What follows belongs to an exercise in optimizing a design on an open flow for small area, a short achievable clock period and few clock cycles; a production flow would make more cautious choices. Function was not checked in any run shown here: the RTL went through the layout flow alone. Power and IR drop assume default switching activity.

## design/flow/config.mk

```make
export PLATFORM = sky130hd
export DESIGN_NAME = bk_unpack
export DESIGN_NICKNAME = bk_unpack
export VERILOG_FILES = /design/flow/design.v
export SDC_FILE = /design/flow/constraint.sdc
export NUM_CORES = 4
export LEC_CHECK = 0
export CAP_MARGIN = 20
export CORE_MARGIN = 2
export CORE_UTILIZATION = 65
export SETUP_SLACK_MARGIN = 2.2
export SLEW_MARGIN = 20
```

## design/flow/constraint.sdc

```tcl
create_clock -name core_clock -period 6.0 [get_ports {clk}]
set_input_delay 1.2000 -clock core_clock [delete_from_list [all_inputs] [get_ports {clk}]]
set_output_delay 1.2000 -clock core_clock [all_outputs]
set_load 0.01 [all_outputs]
```

## design/flow/design.v

```verilog
module bk_unpack (
    input  wire        clk,
    input  wire        rst,             
    input  wire        start,           
    input  wire [15:0] packed_size,
    input  wire [15:0] unpacked_size,
    input  wire [15:0] buf_len,
    output wire        idle,
    output reg         done,            
    output reg  [3:0]  status,
    output reg         mem_req,
    output reg         mem_we,
    output reg  [15:0] mem_addr,
    output wire [7:0]  mem_wdata,
    input  wire        mem_gnt,
    input  wire [7:0]  mem_rdata
);
    localparam [3:0] ST_OK        = 4'd0,
                     ST_CHECKSUM  = 4'd1,
                     ST_TRAILER   = 4'd3,
                     ST_BUFSMALL  = 4'd4,
                     ST_SIZE      = 4'd5,
                     ST_READBND   = 4'd6,
                     ST_WRITEBND  = 4'd7,
                     ST_REFBND    = 4'd8;
    localparam [5:0] PF_AT = 6'd8;
    localparam [2:0] S_IDLE = 3'd0,
                     S_TRL  = 3'd1,    
                     S_NORM = 3'd2,    
                     S_HDR  = 3'd3,    
                     S_H2   = 3'd4,    
                     S_LIT  = 3'd5,    
                     S_REF  = 3'd6,    
                     S_FIN  = 3'd7;    
    reg  [2:0]  st;
    reg  [15:0] rptr;      
    reg  [2:0]  pf_iss;    
    reg  [2:0]  nx_cnt;    
    reg  [31:0] nxt;
    reg  [31:0] chunk;
    reg  [31:0] crc;
    reg  [5:0]  pos;       
    reg         fresh;     
    reg         rrq;       
    reg         commit_d;  
    reg         f6_r;      
    reg         f7_r;      
    reg         hz_pre;    
    reg  [16:0] dst;       
    reg  [12:0] nmd;       
    reg  [1:0]  tw;        
    reg  [8:0]  cnt;       
    reg         x9;        
    reg  [11:0] off;
    reg         rfirst;
    reg  [7:0]  wd_q;      
    reg         wd_rd;     
    reg         rdv;       
    reg         rdk;       
    reg         op_pf;     
    assign idle = (st == S_IDLE);
    assign mem_wdata = wd_rd ? mem_rdata : wd_q;
    wire sfree    = ~mem_req | mem_gnt;
    wire acc      = mem_req & mem_gnt;
    wire pf_arr   = rdv & rdk;
    wire ref_rd   = mem_req & ~mem_we & ~op_pf;    
    wire ref_racc = ref_rd & mem_gnt;
    wire nx_valid = nx_cnt[2];
    wire rptr_ok  = |rptr[15:2];    
    wire [15:0] pf_addr = rptr + {14'h3fff, ~pf_iss[1:0]};    
    wire active   = (st != S_IDLE) && (st != S_FIN);
    wire pf_want  = active && !pf_iss[2] && ((pf_iss != 3'd0) || rptr_ok);
    wire exhausted = (pf_iss == 3'd0) && !rptr_ok;
    wire [43:0] w0  = {nxt[11:0], chunk};
    wire [27:0] w1s = pos[4] ? w0[43:16] : w0[27:0];
    wire [19:0] w2s = pos[3] ? w1s[27:8] : w1s[19:0];
    wire [15:0] w3s = pos[2] ? w2s[19:4] : w2s[15:0];
    wire [13:0] w4s = pos[1] ? w3s[15:2] : w3s[13:0];
    wire [12:0] w5s = pos[0] ? w4s[13:1] : w4s[12:0];
    wire [12:0] f   = pos[5] ? nxt[12:0] : w5s;
    wire [5:0] p1  = pos + 6'd1;
    wire [5:0] p5  = pos + 6'd5;
    wire [5:0] p8  = pos + 6'd8;
    wire [5:0] p10 = pos + 6'd10;
    wire [5:0] p11 = pos + 6'd11;
    wire [5:0] p12 = pos + 6'd12;
    wire [5:0] p13 = pos + 6'd13;
    wire x5  = pos > 6'd27;
    wire x8  = pos > 6'd24;
    wire x10 = pos > 6'd22;
    wire x11 = pos > 6'd21;
    wire x12 = pos > 6'd20;
    wire x13 = pos > 6'd19;
    reg  [5:0]  hp;        
    reg         hx;        
    reg  [1:0]  hkind;     
    reg  [8:0]  hcnt;
    reg  [11:0] hoff;
    always @* begin
        hoff = 12'd0;
        if (!f[0]) begin
            if (!f[1]) begin
                hp = p5;  hx = x5;  hkind = 2'd0; hcnt = {6'd0, f[2], f[3], f[4]};
            end else begin
                hp = p10; hx = x10; hkind = 2'd1; hcnt = 9'd1;
                hoff = {4'd0, f[2], f[3], f[4], f[5], f[6], f[7], f[8], f[9]};
            end
        end else begin
            case ({f[1], f[2]})
            2'b00: begin
                hp = p12; hx = x12; hkind = 2'd1; hcnt = 9'd2;
                hoff = {3'd0, f[3], f[4], f[5], f[6], f[7], f[8], f[9], f[10], f[11]};
            end
            2'b01: begin
                hp = p13; hx = x13; hkind = 2'd1; hcnt = 9'd3;
                hoff = {2'd0, f[3], f[4], f[5], f[6], f[7], f[8], f[9], f[10], f[11], f[12]};
            end
            2'b10: begin
                hp = p11; hx = x11; hkind = 2'd2;
                hcnt = {1'b0, f[3], f[4], f[5], f[6], f[7], f[8], f[9], f[10]};
            end
            default: begin
                hp = p11; hx = x11; hkind = 2'd0;
                hcnt = {1'b0, f[3], f[4], f[5], f[6], f[7], f[8], f[9], f[10]};
            end
            endcase
        end
    end
    wire [5:0]  npos = (st == S_HDR) ? hp : (st == S_H2) ? p12 : p8;
    wire        xing = (st == S_HDR) ? hx : (st == S_H2) ? x12 : x8;
    wire [5:0]  pos_n = {npos[5] & ~xing, npos[4:0]};
    wire        sel_ra = (st == S_REF) & ~ref_rd;
    wire [17:0] sum_x  = {dst, 1'b1} + (sel_ra ? {5'd0, off, 1'b0} : {1'b1, ~rptr, 1'b1});
    wire [16:0] sum    = sum_x[17:1];
    wire        hz_now = sum[16];
    wire        cok     = nx_valid & (fresh | ~hz_pre);    
    wire        hz_stall = nx_valid & ~fresh & hz_pre;
    wire        dec_st  = (st == S_HDR) | (st == S_H2) | (st == S_LIT);
    wire        hdr_end = (st == S_HDR) & dst[16];         
    wire        pf_urgent = ~((st == S_HDR) | (st == S_H2) | (st == S_LIT) | (st == S_REF)) | (pos >= PF_AT);
    wire        pf_first  = pf_want & pf_urgent;
    wire        lit_slot = sfree & ~pf_first;
    wire        en_hdr  = (st == S_HDR) & ~dst[16];
    wire        en_h2   = (st == S_H2);
    wire        en_lit  = (st == S_LIT) & ~dst[16] & lit_slot;
    wire        go_hdr  = en_hdr & (~hx | cok);
    wire        go_h2   = en_h2 & (~x12 | cok);
    wire        go_lit  = en_lit & (~x8 | cok);
    wire        go      = go_hdr | go_h2 | go_lit;          
    wire        commit  = (en_hdr & hx & cok) | (en_h2 & x12 & cok) | (en_lit & x8 & cok);
    wire        trl_take = (st == S_TRL) & nx_valid & ~commit_d & (tw[1] ^ tw[0]);
    wire        need_rr = dec_st & ~hdr_end & xing & hz_stall & ~rrq;
    wire        nobits  = dec_st & ~hdr_end & xing & ~nx_valid & exhausted;
    wire        lit_f7  = (st == S_LIT) & dst[16] & (~x8 | nx_valid);
    wire [7:0]  lbyte = {f[0], f[1], f[2], f[3], f[4], f[5], f[6], f[7]};
    wire        bnd_bad = ~nmd[12] & (off >= nmd[11:0]);
    wire        lit_go  = go_lit;
    wire        ref_w   = (st == S_REF) && ref_racc;
    wire        wr_go   = lit_go | ref_w;
    wire        ref_r   = (st == S_REF) & sfree & ~pf_first & ~ref_rd & ~(rfirst & bnd_bad) & ~dst[16];
    always @(posedge clk) begin
        if (rst) begin
            st      <= S_IDLE;
            done    <= 1'b0;
            status  <= ST_OK;
            mem_req <= 1'b0;
            mem_we  <= 1'b0;
            rdv     <= 1'b0;
            rrq     <= 1'b0;
            commit_d <= 1'b0;
            f6_r    <= 1'b0;
            f7_r    <= 1'b0;
        end else begin
            done   <= 1'b0;
            rdv    <= acc & ~mem_we;
            rdk    <= op_pf;
            if (!sel_ra) hz_pre <= hz_now;
            rrq    <= need_rr;
            f6_r   <= nobits & ~f6_r & ~f7_r;
            f7_r   <= lit_f7 & ~f6_r & ~f7_r;
            commit_d <= commit | trl_take;
            if (commit | trl_take) chunk <= nxt;
            if (commit_d) begin
                crc    <= crc ^ chunk;
                rptr   <= {rptr[15:2] - 14'd1, rptr[1:0]};
                nx_cnt <= 3'd0;
                pf_iss <= 3'd0;
                fresh  <= 1'b0;
            end
            if (rrq) begin
                pf_iss <= 3'd0;
                nx_cnt <= 3'd0;
                fresh  <= 1'b1;
            end
            if (acc) mem_req <= 1'b0;
            if (pf_arr) begin
                nxt    <= {mem_rdata, nxt[31:8]};
                nx_cnt <= nx_cnt + 3'd1;
            end
            if (mem_req && mem_we && wd_rd) begin
                wd_q  <= mem_rdata;
                wd_rd <= 1'b0;
            end
            if (sfree && pf_want && !ref_w && (pf_urgent || !(lit_go || ref_r))) begin
                mem_req  <= 1'b1;
                mem_we   <= 1'b0;
                mem_addr <= pf_addr;
                op_pf    <= 1'b1;
                pf_iss   <= pf_iss + 3'd1;
            end
            if (wr_go) begin
                mem_req  <= 1'b1;
                mem_we   <= 1'b1;
                mem_addr <= dst[15:0];
                op_pf    <= 1'b0;
                wd_rd    <= ref_w;
                dst      <= dst - 17'd1;
                cnt      <= cnt - 9'd1;
                if (!nmd[12]) nmd <= nmd + 13'd1;
                if (cnt == 9'd0) begin
                    if (x9) begin
                        cnt <= 9'd7;
                        x9  <= 1'b0;
                    end else begin
                        st  <= S_HDR;
                    end
                end
            end
            case (st)
            S_IDLE: begin
                mem_req <= 1'b0;
                if (start) begin
                    rptr   <= packed_size;
                    pf_iss <= 3'd0;
                    nx_cnt <= 3'd0;
                    dst    <= {1'b0, unpacked_size};
                    crc    <= 32'd0;
                    tw     <= 2'd0;
                    fresh  <= 1'b0;
                    if (packed_size < 16'd12) begin
                        status <= ST_TRAILER;
                        done   <= 1'b1;
                    end else if (packed_size > buf_len || unpacked_size > buf_len) begin
                        status <= ST_BUFSMALL;
                        done   <= 1'b1;
                    end else begin
                        st     <= S_TRL;
                    end
                end
            end
            S_TRL: begin
                if (nx_valid && !commit_d) begin
                    tw <= tw + 2'd1;
                    if (tw == 2'd0) begin
                        nx_cnt <= 3'd0;
                        pf_iss <= 3'd0;
                        rptr   <= {rptr[15:2] - 14'd1, rptr[1:0]};
                        if (nxt != {15'd0, dst}) begin
                            status  <= ST_SIZE;
                            done    <= 1'b1;
                            mem_req <= 1'b0;
                            st      <= S_IDLE;
                        end
                    end else if (tw == 2'd2) begin
                        pos   <= 6'd0;
                        dst   <= dst - 17'd1;
                        nmd   <= 13'd1;
                        st    <= S_NORM;
                    end
                end
            end
            S_NORM: begin
                if (pos[5]) begin
                    st <= S_HDR;
                end else begin
                    chunk <= {chunk[30:0], 1'b0};
                    pos   <= p1;
                    if (chunk[31]) st <= S_HDR;
                end
            end
            S_HDR, S_H2, S_LIT: begin
                if (hdr_end) begin
                    st <= S_FIN;
                end else if (f6_r | f7_r) begin
                    status  <= f6_r ? ST_READBND : ST_WRITEBND;
                    done    <= 1'b1;
                    mem_req <= 1'b0;
                    st      <= S_IDLE;
                end
                if (go) begin
                    pos <= pos_n;
                    if (st == S_HDR) begin
                        cnt    <= hcnt;
                        x9     <= f[0] & f[1] & f[2];
                        off    <= hoff;
                        rfirst <= 1'b1;
                        st     <= (hkind == 2'd0) ? S_LIT : (hkind == 2'd1) ? S_REF : S_H2;
                    end else if (st == S_H2) begin
                        off <= {f[0], f[1], f[2], f[3], f[4], f[5], f[6], f[7], f[8], f[9], f[10], f[11]};
                        st  <= S_REF;
                    end else begin
                        wd_q <= lbyte;
                    end
                end
            end
            S_REF: begin
                if (rfirst && bnd_bad) begin
                    status  <= ST_REFBND;
                    done    <= 1'b1;
                    mem_req <= 1'b0;
                    st      <= S_IDLE;
                end else if (dst[16] && !ref_rd) begin
                    status  <= ST_WRITEBND;
                    done    <= 1'b1;
                    mem_req <= 1'b0;
                    st      <= S_IDLE;
                end else begin
                    rfirst <= 1'b0;
                    if (ref_r) begin
                        mem_req  <= 1'b1;
                        mem_we   <= 1'b0;
                        mem_addr <= sum[15:0];
                        op_pf    <= 1'b0;
                    end
                end
            end
            S_FIN: begin
                if (!(mem_req && mem_we && !mem_gnt)) begin
                    status  <= (crc != 32'd0) ? ST_CHECKSUM : ST_OK;
                    done    <= 1'b1;
                    mem_req <= 1'b0;
                    st      <= S_IDLE;
                end
            end
            default: st <= S_IDLE;
            endcase
        end
    end
endmodule
```

## design/flow/flow/run.sh

```bash
#!/bin/bash
# Layout: the standard ORFS flow (standard.sh, unchanged synthesis and
# steps), with the port buffers that global placement inserts made
# sky130_fd_sc_hd__buf_1 cells instead of the default pick. Every input and
# output port still gets its own buffer. make's output goes to
# standard_flow.log; each ORFS step keeps its own log under orfs/logs/.
set -euo pipefail
export BUFFER_PORTS_ARGS="-buffer_cell sky130_fd_sc_hd__buf_1"
bash ./standard.sh > standard_flow.log 2>&1
```

## design/flow/standard.sh

```bash
#!/bin/bash
# synth_recipe.tcl (not shown) runs the flow's synth.tcl, then flattens the netlist and writes it again
# the make line also repeats each setting of config.mk as NAME=value (left out here)
make -C /OpenROAD-flow-scripts/flow DESIGN_CONFIG=/design/flow/config.mk WORK_HOME=/design/flow/orfs CLKGATE_MAP_FILE= SYNTH_SCRIPT=/design/flow/synth_recipe.tcl "${@:-finish}"
```

==> impl_metrics.sql, run 1 <==
INSERT INTO impl_metrics (metric_group, metric, value, unit) VALUES
('logic_synthesis', 'synth_edf_count', '208', ''),
('global_routing', 'grt_pass1_wl', '81000', 'um'),
('placed_design', 'dpl_worst_slack', '1.10', 'ns'),
('worst_setup_path', 'timing.reg2reg.setup_slack', '2.25', 'ns'),
('sta', 'finalWorstSetupSlack', '2.25', 'ns'),
('finish', 'fillerInstances', '1854', ''),
('finish', 'insertedDiodeCount', '0', ''),
('clocking', 'reg_clk_slew_reported_paths', '0.07', 'ns'),
('status', 'run_status', 'no timing/DRC/antenna violations', ''),
('global_routing', 'first_global_vias', '14200', ''),
('worst_setup_path', 'worst-path-stages', '12', ''),
('drt', 'detail_route.vias_per_cell', '6.80', ''),
('worst_setup_path', 'critical_path_buf_inv_count', '2', ''),
('clocking', 'tritoncts', 'yes', ''),
('sta', 'maxSlewHeadroom', '0.365', ''),
('floorplan', 'floorplan.die_area', '0.0266', 'mm2'),
('sta', 'finalSetupViolCount', '0', ''),
('sta', 'fin_crit', '3.75', 'ns'),
('clocking', 'total_clock_buffers_created_by_cts', '25', ''),
('worst_setup_path', 'r2r_cells', '12', ''),
('global_routing', 'largest_net_degree_at_the_start_of_global_routing', '111', ''),
('floorplan', 'row_count', '58', ''),
('floorplan', 'initial_core_util', '0.658', ''),
('logic_synthesis', 'leading_cell_types_by_total_area_after_synthesis', 'edfxtp_1, ha_1, nand2_1, o21ai_0, nor2_1', ''),
('floorplan', 'placeableCoreArea', '0.0250', 'mm2'),
('clocking', 'cts-hold-fix-buffers', '0', ''),
('clocking', 'clock_insertion_delay_worst_skew', '0.56', 'ns'),
('pwr', 'power_leakage', '6.81', 'nW'),
('worst_setup_path', 'timing.setup.critical_path_class', 'reg -> reg', ''),
('sta', 'drv_slew', '0', ''),
('logic_synthesis', 'warning_count_from_the_yosys_run', '1', ''),
('worst_setup_path', 'critical_path.top_delay_family', 'compound AO/OA/AOI/OAI gates', ''),
('worst_setup_path', 'cp.arrival', '4.22', 'ns'),
('clocking', 'htree_levels', '1', ''),
('global_routing', 'antenna_found_initial', '1', ''),
('placed_design', 'weighted_congestion_reported_at_the_end_of_routability_driven_placement', '1.01', ''),
('sta', 'finalHoldViolCount', '0', ''),
('worst_setup_path', 'cell_breakdown_of_the_critical_path', 'inv_2, ha_1, or4bb_4, nor2_4, a31oi_4, a2111o_2, buf_4, a21bo_2, nor3_4, o21ai_0, a311o_1, o22ai_1', ''),
('drt', 'detailroute.via_count', '15100', ''),
('worst_setup_path', 'crit_fanout', '6', ''),
('sta', 'tcrit_tclk_final', '0.626', ''),
('clocking', 'cts.root.buffer_cell', 'clkbuf_16', ''),
('logic_synthesis', 'synth_top_area_frac', '0.379', ''),
('finish', 'post-route-cell-area', '0.0187', 'mm2'),
('flow_run', 'maxCapViolCount', '0', ''),
('placed_design', 'dp_hpwl', '36900', 'um'),
('sta', 'fmaxAchievable', '0.266', 'GHz'),
('drt', 'detail_routed_net_length_per_standard_cell', '24.0', 'um'),
('finish', 'layout_common_cells', 'nand2_1, edfxtp_1, nor2_1, o21ai_0, buf_1', ''),
('drt', 'finalWirelength', '53300', 'um'),
('floorplan', 'design.portCount', '92', ''),
('sta', 'fin_worst_skew', '0.0132', 'ns'),
('worst_setup_path', 'cp_endpoint_kind', 'register', ''),
('drt', 'antenna_violating_nets_post_route', '0', ''),
('logic_synthesis', 'synth_top_cell_by_area', 'edfxtp_1', ''),
('worst_setup_path', 'critical_path.reg2reg.startpoint', 'pf_iss[1]', ''),
('sta', 'fin_worst_hold_slack', '0.496', 'ns'),
('worst_setup_path', 'timing.critical_path.to', 'st[0]', ''),
('logic_synthesis', 'ff_latch_count_synth', '223', ''),
('drt', 'detailedRoute.firstPassIterationCount', '6', ''),
('worst_setup_path', 'slowest_stage', 'a2111o_2', ''),
('pwr', 'pwr_density_cell', '253', 'mW/mm2'),
('logic_synthesis', 'synth_async_sr_flop_share', '0', ''),
('logic_synthesis', 'synth_ff_type', 'edfxtp_1', ''),
('worst_setup_path', 'crit_start', 'pf_iss[1]', ''),
('global_routing', 'groute.usage.overall', '0.394', ''),
('placed_design', 'post-place-cells', '2130', ''),
('worst_setup_path', 'cp_slowest_stage_delay', '0.61', 'ns'),
('finish', 'post_layout_nets', '2027', ''),
('finish', 'fin_cells', '2223', ''),
('floorplan', 'dieHeight', '163', 'um');
[per-stage QoR]
stage               utilization  total power, mW
floorplan                     -             2.63
global placement          0.681             2.89
detailed placement        0.681             2.91
CTS                       0.730             4.64
global route              0.745             4.86
finish                    0.745             4.72
[worst min-delay path, stage by stage, from the launching register on]
cell and delay, ns:
dfxtp_1 0.31, nor2_1 0.09, a311oi_1 0.05
[state kept, by name, summed over array words and instances (netlist names), 4 cells and up]
register  cells
nmd          13
mem_addr     16
chunk        32
status        4
nxt          32
pos           6
dst          17
cnt           9
crc          32
rptr         16
wd_q          8
off          12
[layer usage]
layer	vias to the layer above	share of wire	GRT usage
met5	-	0.00026	0
met4	2	0.042	0.136
met3	175	0.13	0.0899
met2	1086	0.42	0.580
met1	7124	0.40	0.572
li1	6724	-	-
[worst min path at each step]
stage,start,to,slack [ns],cells past startpoint
after detailed placement,status[1],status[1],0.49,2
after global placement,nxt[24],nxt[16],0.46,0
after global routing,nxt[24],nxt[16],0.51,0
after floorplan,nxt[20],nxt[12],0.44,0
after CTS,status[1],status[1],0.50,2
final,status[1],status[1],0.50,2
[cell type report]
type,instances,area (um2),share of cell area
clock buffer,29,641,0.0343
sequential,223,6550,0.351
multi-input combinational,1402,9590,0.514
timing repair buffer,158,932,0.0500
inverter,64,262,0.0140
clock inverter,17,267,0.0143
tap,330,413,0.0221
[report_power, final]
part	switching, mW	total, mW	internal [mW]
clock	0.698	1.73	1.03
sequential	0.159	2.00	1.84
combinational	0.578	0.992	0.414
total	1.43	4.72	3.29
[kinds of logic (layout without fill, tap and decap cells)]
| group | after synthesis | after routing | synth area share |
|---|---|---|---|
| AND/OR/NAND/NOR | 678 | 679 | 0.196 |
| AO/OA/AOI/OAI | 407 | 408 | 0.156 |
| flip-flops | 223 | 223 | 0.398 |
| buffers and inverters | 159 | 268 | 0.0386 |
| XOR/XNOR | 126 | 126 | 0.0670 |
| multiplexers | 96 | 96 | 0.0733 |
| adder cells (fa/ha/maj) | 93 | 93 | 0.0720 |
[synth_stat cells, types with 5 or more instances]
cell type	number
ha_1	90
a22oi_1	14
and2_1	19
buf_1	12
a31oi_1	24
a211oi_1	12
a21o_1	15
nand2b_1	11
xnor2_1	69
nor4_1	28
o21ai_0	133
nor2_1	177
and3_1	5
o22ai_1	20
nand2_1	241
nand4_1	17
inv_1	55
nand4b_1	32
mux4_2	16
mux2i_1	44
dfxtp_1	15
nor3_1	31
clkbuf_1	66
buf_4	6
or3_1	10
xor2_1	57
o211ai_1	10
mux2_2	36
a21oi_1	93
a211o_1	5
nand3_1	64
edfxtp_1	208
nor2b_1	15
o21a_1	20
buf_2	11
[timing repair]
item                                    in CTS  in global routing
gates resized for setup                     31                 54
gates cloned                                 2                  0
endpoints found under the setup margin     132                 89
pin swaps                                    9                 14
setup buffers                               23                 20
==> run 2: changes to the inputs <==
--- a/design/flow/config.mk
+++ b/design/flow/config.mk
@@ -7,6 +7,6 @@
 export LEC_CHECK = 0
 export CAP_MARGIN = 20
 export CORE_MARGIN = 2
-export CORE_UTILIZATION = 65
+export CORE_UTILIZATION = 55
 export SETUP_SLACK_MARGIN = 2.2
 export SLEW_MARGIN = 20
==> impl_metrics.sql, run 2 <==
INSERT INTO impl_metrics (metric_group, metric, value, unit) VALUES
('clocking', 'reg_clk_slew_reported_paths', '0.07', 'ns'),
('logic_synthesis', 'synth_async_sr_flop_share', '0', ''),
('sta', 'finalHoldViolCount', '0', ''),
('logic_synthesis', 'warning_count_from_the_yosys_run', '1', ''),
('placed_design', 'placedInstanceArea', '0.0171', 'mm2'),
('worst_setup_path', 'cp.arrival', '4.02', 'ns'),
('worst_setup_path', 'cp_endpoint_kind', 'register', ''),
('floorplan', 'row_count', '63', ''),
('drt', 'finalWirelength', '54100', 'um'),
('logic_synthesis', 'leading_cell_types_by_total_area_after_synthesis', 'edfxtp_1, ha_1, nand2_1, o21ai_0, nor2_1', ''),
('logic_synthesis', 'synth_top_cell_by_area', 'edfxtp_1', ''),
('finish', 'post_route_cells_drive_above_1_share', '0.134', ''),
('logic_synthesis', 'synth_cells', '1782', ''),
('pwr', 'sw_frac_of_total', '0.300', ''),
('drt', 'drc', '0', ''),
('logic_synthesis', 'syn_area', '0.0165', 'mm2'),
('pwr', 'power_leakage', '6.88', 'nW'),
('pwr', 'ir_worst_vdd', '220', 'uV'),
('pwr', 'pwr_density_cell', '249', 'mW/mm2'),
('clocking', 'htree_levels', '1', ''),
('clocking', 'tritoncts', 'yes', ''),
('finish', 'top_regs', 'chunk (32), crc (32), nxt (32)', ''),
('pwr', 'p_switching', '1.41', 'mW'),
('sta', 'tcrit_tclk_final', '0.622', ''),
('worst_setup_path', 'crit_fanout', '6', ''),
('logic_synthesis', 'syn_area_per_cell', '9.24', 'um2'),
('logic_synthesis', 'synth.most_common_cell', 'nand2_1', ''),
('clocking', 'clock_insertion_delay_worst_skew', '0.55', 'ns'),
('flow_run', 'maxCapViolCount', '0', ''),
('sta', 'tightest_slew', '1.15', 'ns'),
('floorplan', 'dieHeight', '177', 'um'),
('drt', 'detail_route.vias_per_cell', '6.40', ''),
('logic_synthesis', 'synth_seq_area_share', '0.398', ''),
('finish', 'layout.core_utilization', '0.639', ''),
('sta', 'fin_crit', '3.73', 'ns'),
('pwr', 'share_seq_of_total_power', '0.424', ''),
('clocking', 'clock_path_buffers', '3', ''),
('logic_synthesis', 'synth_top_area_frac', '0.379', ''),
('global_routing', 'gr-total-overflow', '0', ''),
('global_routing', 'antenna_found_initial', '2', ''),
('worst_setup_path', 'cp_data_required_time', '6.29', 'ns'),
('pwr', 'p_comb_frac', '0.214', ''),
('sta', 'grt_setup_unrepaired', 'true', ''),
('global_routing', 'first_global_vias', '13800', ''),
('placed_design', 'portbufs', '91', ''),
('placed_design', 'dp_hpwl', '38500', 'um'),
('finish', 'layout_common_cells', 'nand2_1, edfxtp_1, nor2_1, o21ai_0, buf_1', ''),
('global_routing', 'largest_net_degree_at_the_start_of_global_routing', '77', ''),
('worst_setup_path', 'cp-start-kind', 'register', ''),
('finish', 'area_growth_syn_to_layout', '14.8', '%'),
('sta', 'drv_slew', '0', ''),
('clocking', 'total_clock_buffers_created_by_cts', '26', ''),
('sta', 'fmaxAchievable', '0.268', 'GHz'),
('pwr', 'clock_power_share', '0.363', ''),
('drt', 'drt-initial-drc-count', '1903', ''),
('drt', 'detailroute.via_count', '14700', ''),
('floorplan', 'die_width', '177', 'um'),
('global_routing', 'groute.usage.overall', '0.342', ''),
('sta', 'maxSlewHeadroom', '0.233', ''),
('logic_synthesis', 'syn_nets', '1935', ''),
('drt', 'detail_routed_net_length_per_standard_cell', '23.5', 'um'),
('logic_synthesis', 'post_synth_most_frequent_cells', 'nand2_1, edfxtp_1, nor2_1', ''),
('clocking', 'cts-hold-fix-buffers', '0', ''),
('clocking', 'cts.root.buffer_cell', 'clkbuf_16', ''),
('logic_synthesis', 'synth_ff_type', 'edfxtp_1', ''),
('pwr', 'intPower', '3.30', 'mW'),
('status', 'run_status', 'no timing/DRC/antenna violations', ''),
('floorplan', 'placeableCoreArea', '0.0296', 'mm2'),
('drt', 'antenna_violating_nets_post_route', '0', ''),
('finish', 'insertedDiodeCount', '0', ''),
('sta', 'finalSetupTns', '0', 'ns'),
('floorplan', 'floorplan.die_area', '0.0313', 'mm2'),
('finish', 'post_layout_nets', '2044', ''),
('global_routing', 'grt_pass1_wl', '82000', 'um'),
('drt', 'detailedRoute.firstPassIterationCount', '7', ''),
('worst_setup_path', 'timing.setup.critical_path_class', 'reg -> reg', ''),
('finish', 'mostFrequentLayoutCell', 'nand2_1', ''),
('finish', 'fillerInstances', '2514', ''),
('logic_synthesis', 'ys_types', '88', ''),
('sta', 'fin_worst_skew', '0.0127', 'ns'),
('sta', 'finalSetupViolCount', '0', ''),
('finish', 'post-route-cell-area', '0.0189', 'mm2'),
('floorplan', 'design.portCount', '92', ''),
('logic_synthesis', 'synth_edf_count', '208', ''),
('clocking', 'tritoncts_num_sinks', '223', ''),
('floorplan', 'initial_core_util', '0.557', ''),
('placed_design', 'weighted_congestion_reported_at_the_end_of_routability_driven_placement', '0.971', ''),
('min_path', 'min_path_type', 'reg -> reg', ''),
('logic_synthesis', 'ff_latch_count_synth', '223', '');
-- run 2: cell counts after synthesis --
Identical to the previous run, type by type.
-- run 2: path summary, 6_finish.rpt --
path	from	endpoint	slack [ns]	depth (start not counted)
min	nxt[20]	nxt[12]	0.48	0
max	pos[4]	pos[5]	2.27	17
max reg2reg	pos[4]	pos[5]	2.27	17
min reg2reg	nxt[20]	nxt[12]	0.48	0
-- run 2: metrics by stage --
stage | hold slack [ns] | std cells | worst slack, ns | total power [mW]
2_1_floorplan | 0.444 | 1782 | 1.91 | 2.63
3_3_place_gp | 0.460 | 2192 | 1.07 | 2.91
3_5_place_dp | 0.462 | 2192 | 0.922 | 2.92
4_1_cts | 0.476 | 2267 | 2.21 | 4.64
5_1_grt | 0.510 | 2301 | 2.13 | 4.89
6_report | 0.479 | 2301 | 2.27 | 4.71
-- run 2: layout make-up --
class	instances	area (um2)	share of cell area
Sequential cell	223	6550	0.347
Timing Repair Buffer	175	1060	0.0562
Clock inverter	7	93.8	0.00497
Tap cell	390	488	0.0258
Inverter	64	278	0.0147
Multi-Input combinational cell	1401	9590	0.508
Clock buffer	41	831	0.0440
-- run 2: worst max-delay path, cell delays in order (launching register included) --
cell      delay [ns]
edfxtp_1        0.44
buf_12          0.16
mux4_2          0.55
mux2_2          0.31
nand3_2         0.10
o21ai_4         0.09
o31a_2          0.39
nand2_4         0.11
ha_4            0.19
a21o_1          0.18
a21oi_2         0.20
o21ai_1         0.09
o311ai_1        0.10
o21ai_1         0.10
a31oi_1         0.14
a21oi_1         0.08
o21ai_1         0.12
o21ai_1         0.09
-- run 2: repair_timing --
item,CTS,global route
buffers inserted,26,33
cloned,1,1
endpoints found under the setup margin,136,95
gates resized for setup,25,58
pin swaps,11,25
-- run 2: per-layer routing --
metal | vias up | track usage | part of all wire
met4 | 4 | 0.113 | 0.035
met2 | 794 | 0.493 | 0.42
met5 | - | 0.0144 | 0.0013
met1 | 7056 | 0.503 | 0.44
li1 | 6764 | - | -
met3 | 115 | 0.0810 | 0.10
-- run 2: kinds of logic (layout without fill, tap and decap cells) --
| kind of cell | count (synthesis) | count (layout) | synth area share |
|---|---|---|---|
| AOI/OAI and AO/OA | 407 | 407 | 0.156 |
| buffers and inverters | 159 | 287 | 0.0386 |
| xor gates and xnor gates | 126 | 126 | 0.0670 |
| adders and majority gates | 93 | 93 | 0.0720 |
| DFF | 223 | 223 | 0.398 |
| muxes | 96 | 96 | 0.0733 |
| and+or+nand+nor | 678 | 679 | 0.196 |
-- run 2: power by group through the flow --
stage | sequential (mW) | combinational (mW) | clock [mW]
detailed placement | 2.03 | 0.888 | 0
global placement | 2.03 | 0.879 | 0
finish | 2.00 | 1.01 | 1.71
floorplan | 1.95 | 0.681 | 0
global route | 2.00 | 1.11 | 1.78
CTS | 1.99 | 0.931 | 1.72
==> run 3: changes to the inputs <==
==> design/flow/config.mk (replaced) <==
export PLATFORM = sky130hd
export DESIGN_NAME = bk_unpack
export DESIGN_NICKNAME = bk_unpack
export VERILOG_FILES = /design/flow/design.v
export SDC_FILE = /design/flow/constraint.sdc
export NUM_CORES = 4
export LEC_CHECK = 0
export CAP_MARGIN = 0
export CORE_MARGIN = 2
export CORE_UTILIZATION = 65
export GPL_ROUTABILITY_DRIVEN = 0
export SETUP_SLACK_MARGIN = 2.2
export SLEW_MARGIN = 0
==> impl_metrics.sql, run 3 <==
INSERT INTO impl_metrics (metric_group, metric, value, unit) VALUES
('worst_setup_path', 'most_prevalent_standard_cell_on_the_critical_path', 'o21ai_1', ''),
('clocking', 'cts.root.buffer_cell', 'clkbuf_16', ''),
('worst_setup_path', 'critical_path_buf_inv_count', '2', ''),
('logic_synthesis', 'synth_cells', '1782', ''),
('clocking', 'tritoncts', 'yes', ''),
('placed_design', 'dp_hpwl', '36700', 'um'),
('logic_synthesis', 'ff_latch_count_synth', '223', ''),
('worst_setup_path', 'cp_slowest_stage_delay', '0.53', 'ns'),
('floorplan', 'row_count', '58', ''),
('global_routing', 'first_global_vias', '14000', ''),
('logic_synthesis', 'ys_types', '88', ''),
('pwr', 'ir_worst_vdd', '205', 'uV'),
('sta', 'fin_crit', '3.84', 'ns'),
('min_path', 'min_delay_path_depth', '2', ''),
('finish', 'layout_common_cells', 'nand2_1, edfxtp_1, nor2_1, o21ai_0, buf_1', ''),
('worst_setup_path', 'timing.setup.critical_path_class', 'reg -> reg', ''),
('pwr', 'sw_frac_of_total', '0.309', ''),
('drt', 'drt-initial-drc-count', '2260', ''),
('global_routing', 'antenna_found_initial', '2', ''),
('pwr', 'share_seq_of_total_power', '0.445', ''),
('logic_synthesis', 'leading_cell_types_by_total_area_after_synthesis', 'edfxtp_1, ha_1, nand2_1, o21ai_0, nor2_1', ''),
('pwr', 'p_comb_frac', '0.224', ''),
('drt', 'antenna_violating_nets_post_route', '0', ''),
('floorplan', 'dieHeight', '163', 'um'),
('finish', 'post-route-cell-area', '0.0186', 'mm2'),
('logic_synthesis', 'syn_area_per_cell', '9.24', 'um2'),
('sta', 'finalSetupTns', '0', 'ns'),
('clocking', 'cts-hold-fix-buffers', '0', ''),
('min_path', 'min_path_type', 'reg -> reg', ''),
('clocking', 'total_clock_buffers_created_by_cts', '25', ''),
('logic_synthesis', 'synth_top_area_frac', '0.379', ''),
('worst_setup_path', 'cp-start-kind', 'register', ''),
('placed_design', 'portbufs', '91', ''),
('worst_setup_path', 'cp_data_required_time', '6.27', 'ns'),
('sta', 'tcrit_tclk_final', '0.641', ''),
('pwr', 'clock_power_share', '0.331', ''),
('finish', 'top_regs', 'chunk (32), crc (32), nxt (32)', ''),
('finish', 'post_route_cells_drive_above_1_share', '0.131', ''),
('finish', 'insertedDiodeCount', '0', ''),
('sta', 'drv_slew', '0', ''),
('sta', 'fin_worst_skew', '0.0157', 'ns'),
('worst_setup_path', 'slowest_stage', 'mux4_2', ''),
('sta', 'tightest_slew', '1.25', 'ns'),
('pwr', 'intPower', '3.10', 'mW'),
('worst_setup_path', 'cp_endpoint_kind', 'register', ''),
('sta', 'finalSetupViolCount', '0', ''),
('sta', 'fmaxAchievable', '0.260', 'GHz'),
('floorplan', 'die_width', '163', 'um'),
('logic_synthesis', 'synth_async_sr_flop_share', '0', ''),
('logic_synthesis', 'synth_edf_count', '208', ''),
('pwr', 'pwr_density_cell', '241', 'mW/mm2'),
('worst_setup_path', 'worst-path-stages', '18', ''),
('clocking', 'tritoncts_num_sinks', '223', ''),
('drt', 'detailedRoute.firstPassIterationCount', '9', ''),
('logic_synthesis', 'synth_ff_type', 'edfxtp_1', ''),
('global_routing', 'largest_net_degree_at_the_start_of_global_routing', '132', ''),
('worst_setup_path', 'r2r_cells', '18', ''),
('placed_design', 'placedInstanceArea', '0.0171', 'mm2'),
('floorplan', 'design.portCount', '92', ''),
('worst_setup_path', 'crit_fanout', '7', ''),
('flow_run', 'maxCapViolCount', '0', ''),
('logic_synthesis', 'synth.most_common_cell', 'nand2_1', ''),
('pwr', 'p_switching', '1.39', 'mW'),
('clocking', 'clock_insertion_delay_worst_skew', '0.54', 'ns'),
('logic_synthesis', 'syn_area', '0.0165', 'mm2'),
('global_routing', 'gr-total-overflow', '0', ''),
('floorplan', 'initial_core_util', '0.658', ''),
('global_routing', 'groute.usage.overall', '0.389', ''),
('sta', 'grt_setup_unrepaired', 'true', ''),
('pwr', 'power_leakage', '6.81', 'nW'),
('logic_synthesis', 'post_synth_most_frequent_cells', 'nand2_1, edfxtp_1, nor2_1', ''),
('drt', 'detail_routed_net_length_per_standard_cell', '23.5', 'um'),
('pwr', 'fin_total_pwr', '4.49', 'mW'),
('finish', 'mostFrequentLayoutCell', 'nand2_1', ''),
('logic_synthesis', 'synth_seq_area_share', '0.398', ''),
('clocking', 'clock_path_buffers', '3', ''),
('drt', 'detailroute.via_count', '15200', ''),
('drt', 'detail_route.vias_per_cell', '6.78', ''),
('drt', 'finalWirelength', '52600', 'um'),
('logic_synthesis', 'synth_top_cell_by_area', 'edfxtp_1', ''),
('floorplan', 'floorplan.die_area', '0.0266', 'mm2'),
('finish', 'post_layout_nets', '2047', ''),
('drt', 'drc', '0', ''),
('clocking', 'reg_clk_slew_reported_paths', '0.07', 'ns'),
('status', 'run_status', 'no timing/DRC/antenna violations', ''),
('logic_synthesis', 'syn_nets', '1935', ''),
('finish', 'area_growth_syn_to_layout', '12.9', '%'),
('sta', 'maxSlewHeadroom', '0.164', ''),
('logic_synthesis', 'warning_count_from_the_yosys_run', '1', ''),
('worst_setup_path', 'critical_path.top_delay_family', 'compound AO/OA/AOI/OAI gates', ''),
('sta', 'finalHoldViolCount', '0', ''),
('worst_setup_path', 'cell_breakdown_of_the_critical_path', 'buf_6, buf_8, mux4_2, a22oi_2, o41a_1, o221ai_4, o21ai_4, nand2_2, ha_1, a21o_1, a21oi_2, o21ai_1, o311ai_1, o21ai_1, a31oi_1, a21oi_1, o21ai_1, o21ai_1', ''),
('clocking', 'htree_levels', '1', ''),
('worst_setup_path', 'cp.arrival', '4.12', 'ns'),
('global_routing', 'grt_pass1_wl', '79800', 'um'),
('floorplan', 'placeableCoreArea', '0.0250', 'mm2');
run 3: path summary, 6_finish.rpt:
check | end | startpoint | slack (ns)
hold / removal | status[2] | status[2] | 0.49
setup / recovery | pos[5] | pos[4] | 2.16
hold reg to reg | status[2] | status[2] | 0.49
setup reg to reg | pos[5] | pos[4] | 2.16
run 3: what timing repair did:
action                                  4_1_cts  5_1_grt
pin swaps                                    12       18
gates cloned                                  2        0
buffers inserted                             33       30
resized for setup                            29       54
endpoints found under the setup margin      135       85
run 3: layout make-up:
cell class | instances | area, um2
clock buffer | 33 | 676
clock inverter | 13 | 91.3
fill | 1834 | 6450
inverter | 64 | 259
multi-input combinational | 1402 | 9550
sequential | 223 | 6550
tap | 330 | 413
timing repair buffer | 178 | 1050
run 3: cell families after synthesis:
| family | share of synthesized area |
|---|---|
| multiplexers | 0.0733 |
| adder cells (fa/ha/maj) | 0.0720 |
| XOR/XNOR | 0.0670 |
| AND/OR/NAND/NOR | 0.196 |
| AO/OA/AOI/OAI | 0.156 |
| flip-flops | 0.398 |
| buffers and inverters | 0.0386 |
run 3: layer usage:
metal | vias up | part of all wire | track usage
met5 | - | 0.00030 | 0
met4 | 2 | 0.050 | 0.171
met3 | 160 | 0.13 | 0.0775
met2 | 1093 | 0.42 | 0.572
met1 | 7169 | 0.41 | 0.560
li1 | 6775 | - | -
run 3: metrics by stage:
step / worst slack, ns / util / hold WS (ns) / cells
after floorplan: 1.91 / - / 0.444 / 1782
after global placement: 1.27 / 0.681 / 0.477 / 2132
after detailed placement: 1.11 / 0.681 / 0.483 / 2132
after CTS: 2.20 / 0.727 / 0.497 / 2213
after global routing: 2.02 / 0.742 / 0.522 / 2243
final: 2.16 / 0.742 / 0.490 / 2243
run 3: worst register-to-register path, delay by kind of cell, from the launching register on:
| kind | cells | cell delay (ns) |
|---|---|---|
| multiplexers | 1 | 0.53 |
| adder cells (fa/ha/maj) | 1 | 0.28 |
| AND/OR/NAND/NOR | 1 | 0.10 |
| AO/OA/AOI/OAI | 13 | 1.98 |
| flip-flops | 1 | 0.41 |
| buffers and inverters | 2 | 0.26 |
run 3: power by group through the flow:
stage | combinational [mW] | clock [mW] | sequential [mW]
2_1_floorplan | 0.681 | 0 | 1.95
3_3_place_gp | 0.863 | 0 | 2.02
3_5_place_dp | 0.888 | 0 | 2.02
4_1_cts | 0.931 | 1.49 | 1.99
5_1_grt | 1.10 | 1.54 | 2.00
6_report | 1.00 | 1.49 | 2.00
==> run 4: changes to the inputs <==
--- a/design/flow/config.mk
+++ b/design/flow/config.mk
@@ -8,6 +8,5 @@
 export CAP_MARGIN = 0
 export CORE_MARGIN = 2
 export CORE_UTILIZATION = 65
-export GPL_ROUTABILITY_DRIVEN = 0
 export SETUP_SLACK_MARGIN = 2.2
 export SLEW_MARGIN = 0
==> impl_metrics.sql, run 4 <==
INSERT INTO impl_metrics (metric_group, metric, value, unit) VALUES
('global_routing', 'groute.usage.overall', '0.394', ''),
('floorplan', 'initial_core_util', '0.658', ''),
('sta', 'finalSetupTns', '0', 'ns'),
('drt', 'antenna_violating_nets_post_route', '0', ''),
('logic_synthesis', 'synth_cells', '1782', ''),
('sta', 'fin_worst_skew', '0.0119', 'ns'),
('drt', 'drc', '0', ''),
('worst_setup_path', 'cp.arrival', '4.23', 'ns'),
('logic_synthesis', 'ff_latch_count_synth', '223', ''),
('drt', 'detailroute.via_count', '15300', ''),
('drt', 'finalWirelength', '53700', 'um'),
('pwr', 'power_leakage', '6.82', 'nW'),
('sta', 'tightest_slew', '1.30', 'ns'),
('logic_synthesis', 'syn_area_per_cell', '9.24', 'um2'),
('global_routing', 'largest_net_degree_at_the_start_of_global_routing', '111', ''),
('worst_setup_path', 'cp-start-kind', 'register', ''),
('logic_synthesis', 'synth_ff_type', 'edfxtp_1', ''),
('sta', 'finalHoldViolCount', '0', ''),
('worst_setup_path', 'critical_path_buf_inv_count', '2', ''),
('sta', 'finalSetupViolCount', '0', ''),
('finish', 'insertedDiodeCount', '0', ''),
('logic_synthesis', 'synth.most_common_cell', 'nand2_1', ''),
('sta', 'tcrit_tclk_final', '0.627', ''),
('logic_synthesis', 'synth_async_sr_flop_share', '0', ''),
('finish', 'layout_common_cells', 'nand2_1, edfxtp_1, nor2_1, o21ai_0, buf_1', ''),
('floorplan', 'dieHeight', '163', 'um'),
('drt', 'detail_route.vias_per_cell', '6.87', ''),
('sta', 'maxSlewHeadroom', '0.130', ''),
('logic_synthesis', 'ys_types', '88', ''),
('floorplan', 'floorplan.die_area', '0.0266', 'mm2'),
('logic_synthesis', 'post_synth_most_frequent_cells', 'nand2_1, edfxtp_1, nor2_1', ''),
('global_routing', 'grt_pass1_wl', '81000', 'um'),
('global_routing', 'grt_util_met2', '0.580', ''),
('worst_setup_path', 'cp_slowest_stage_delay', '0.61', 'ns'),
('global_routing', 'grt_most_used_layer', 'met2', ''),
('drt', 'drt-initial-drc-count', '2638', ''),
('floorplan', 'placeableCoreArea', '0.0250', 'mm2'),
('worst_setup_path', 'cp_endpoint_kind', 'register', ''),
('placed_design', 'portbufs', '91', ''),
('floorplan', 'row_count', '58', ''),
('finish', 'top_regs', 'chunk (32), crc (32), nxt (32)', ''),
('worst_setup_path', 'timing.setup.critical_path_class', 'reg -> reg', ''),
('sta', 'fmaxAchievable', '0.266', 'GHz'),
('sta', 'drv_slew', '0', ''),
('placed_design', 'weighted_congestion_reported_at_the_end_of_routability_driven_placement', '1.01', ''),
('drt', 'detail_routed_net_length_per_standard_cell', '24.1', 'um'),
('clocking', 'tritoncts', 'yes', ''),
('finish', 'post-route-cell-area', '0.0187', 'mm2'),
('status', 'run_status', 'no timing/DRC/antenna violations', '');
[run 4: cell count changes in the layout (fill, tap and decap cells not counted), moves of 3 or more]
cell and delta:
buf_4 -19, bufinv_16 +5, clkinv_2 -4, clkinv_1 -3
dfxtp_1 -3, nor3_2 -3, o21ai_0 +3
[run 4: kinds of logic (layout without fill, tap and decap cells)]
| family | Yosys count | count (layout) | share of synthesized area |
|---|---|---|---|
| adder cells (fa/ha/maj) | 93 | 93 | 0.0720 |
| buffers and inverters | 159 | 271 | 0.0386 |
| flip-flops | 223 | 223 | 0.398 |
| AO/OA/AOI/OAI | 407 | 408 | 0.156 |
| multiplexers | 96 | 96 | 0.0733 |
| XOR/XNOR | 126 | 126 | 0.0670 |
| AND/OR/NAND/NOR | 678 | 679 | 0.196 |
[run 4: worst min-delay path, cell delays in order, from the launching register on]
cell      delay (ns)
dfxtp_1         0.31
nor2_1          0.09
a311oi_1        0.05
[run 4: metrics by stage]
| stage | hold WS, ns | utilization | worst slack, ns | cells |
|---|---|---|---|---|
| 2_1_floorplan | 0.444 | - | 1.91 | 1782 |
| 3_3_place_gp | 0.465 | 0.681 | 1.24 | 2130 |
| 3_5_place_dp | 0.489 | 0.681 | 1.10 | 2130 |
| 4_1_cts | 0.498 | 0.730 | 2.20 | 2201 |
| 5_1_grt | 0.509 | 0.745 | 2.04 | 2226 |
| 6_report | 0.495 | 0.745 | 2.24 | 2226 |
[run 4: final timing paths]
path / endpoint / from / cells past startpoint / slack [ns]
setup / recovery: st[0] / pf_iss[1] / 12 / 2.24
hold / removal: status[1] / status[1] / 2 / 0.50
setup reg to reg: st[0] / pf_iss[1] / 12 / 2.24
hold reg to reg: status[1] / status[1] / 2 / 0.50
[run 4: layer usage]
layer / vias to the layer above / wire (um)
met3: 186 / 7380
met5: - / 14
met1: 7208 / 21200
met2: 1146 / 22800
met4: 2 / 2280
li1: 6741 / -
[run 4: final cells by class]
cell class / instances / area share
multi-input combinational: 1402 / 0.514
sequential: 223 / 0.351
timing repair buffer: 161 / 0.0500
clock buffer: 29 / 0.0343
tap: 330 / 0.0221
clock inverter: 17 / 0.0143
inverter: 64 / 0.0143
[run 4: timing repair]
action | CTS | global route
hold buffers | 0 | 0
gates resized for setup | 31 | 58
pin swaps | 9 | 21
cloned | 2 | 2
setup buffers | 23 | 23
endpoints found under the setup margin | 132 | 89
[run 4: report_power, final]
part	total (mW)	leakage (nW)	switching, mW	internal, mW
clock network	1.73	0.432	0.694	1.03
registers	2.00	2.14	0.159	1.84
logic	0.992	4.25	0.579	0.413
total	4.72	6.82	1.43	3.29

==> separate check: timing with driven ports <==
The results above use ideal ports. As a check the final layouts listed here were re-extracted and re-timed, cells and wires unchanged.
Step 1: set_driving_cell puts a clkbuf_16 on clk and a buf_2 on each other input, an assumption about the parent block.
Step 2 adds t to the input delays and takes it off the output delays; t is the mean of the earliest and latest rising clock arrival at the registers after step 1. Input paths then give back, and output paths get back, about the clock's delay inside the block.
Slacks: ideal ports / drivers / drivers and shift; pairs: ideal ports / drivers.
| run | t (ns) | setup WS [ns] | worst setup path after step 2 | worst data-port slew with drivers (ns) | cell pins on the clock port's net |
|---|---|---|---|---|---|
| run 1 | 0.600 | 2.246 / 2.246 / 2.182 | input to register | 0.07 | 1 |
| run 2 | 0.595 | 2.266 / 2.266 / 2.202 | input to register | 0.09 | 1 |
| run 3 | 0.585 | 2.157 / 2.157 / 2.157 | register to register | 0.09 | 1 |
| run 4 | 0.599 | 2.237 / 2.237 / 2.172 | input to register | 0.08 | 1 |
After both steps every run listed still meets setup and hold. The setup slack of run 4, which loses most, moves by 0.000 ns with the drivers and by -0.065 ns with both steps.
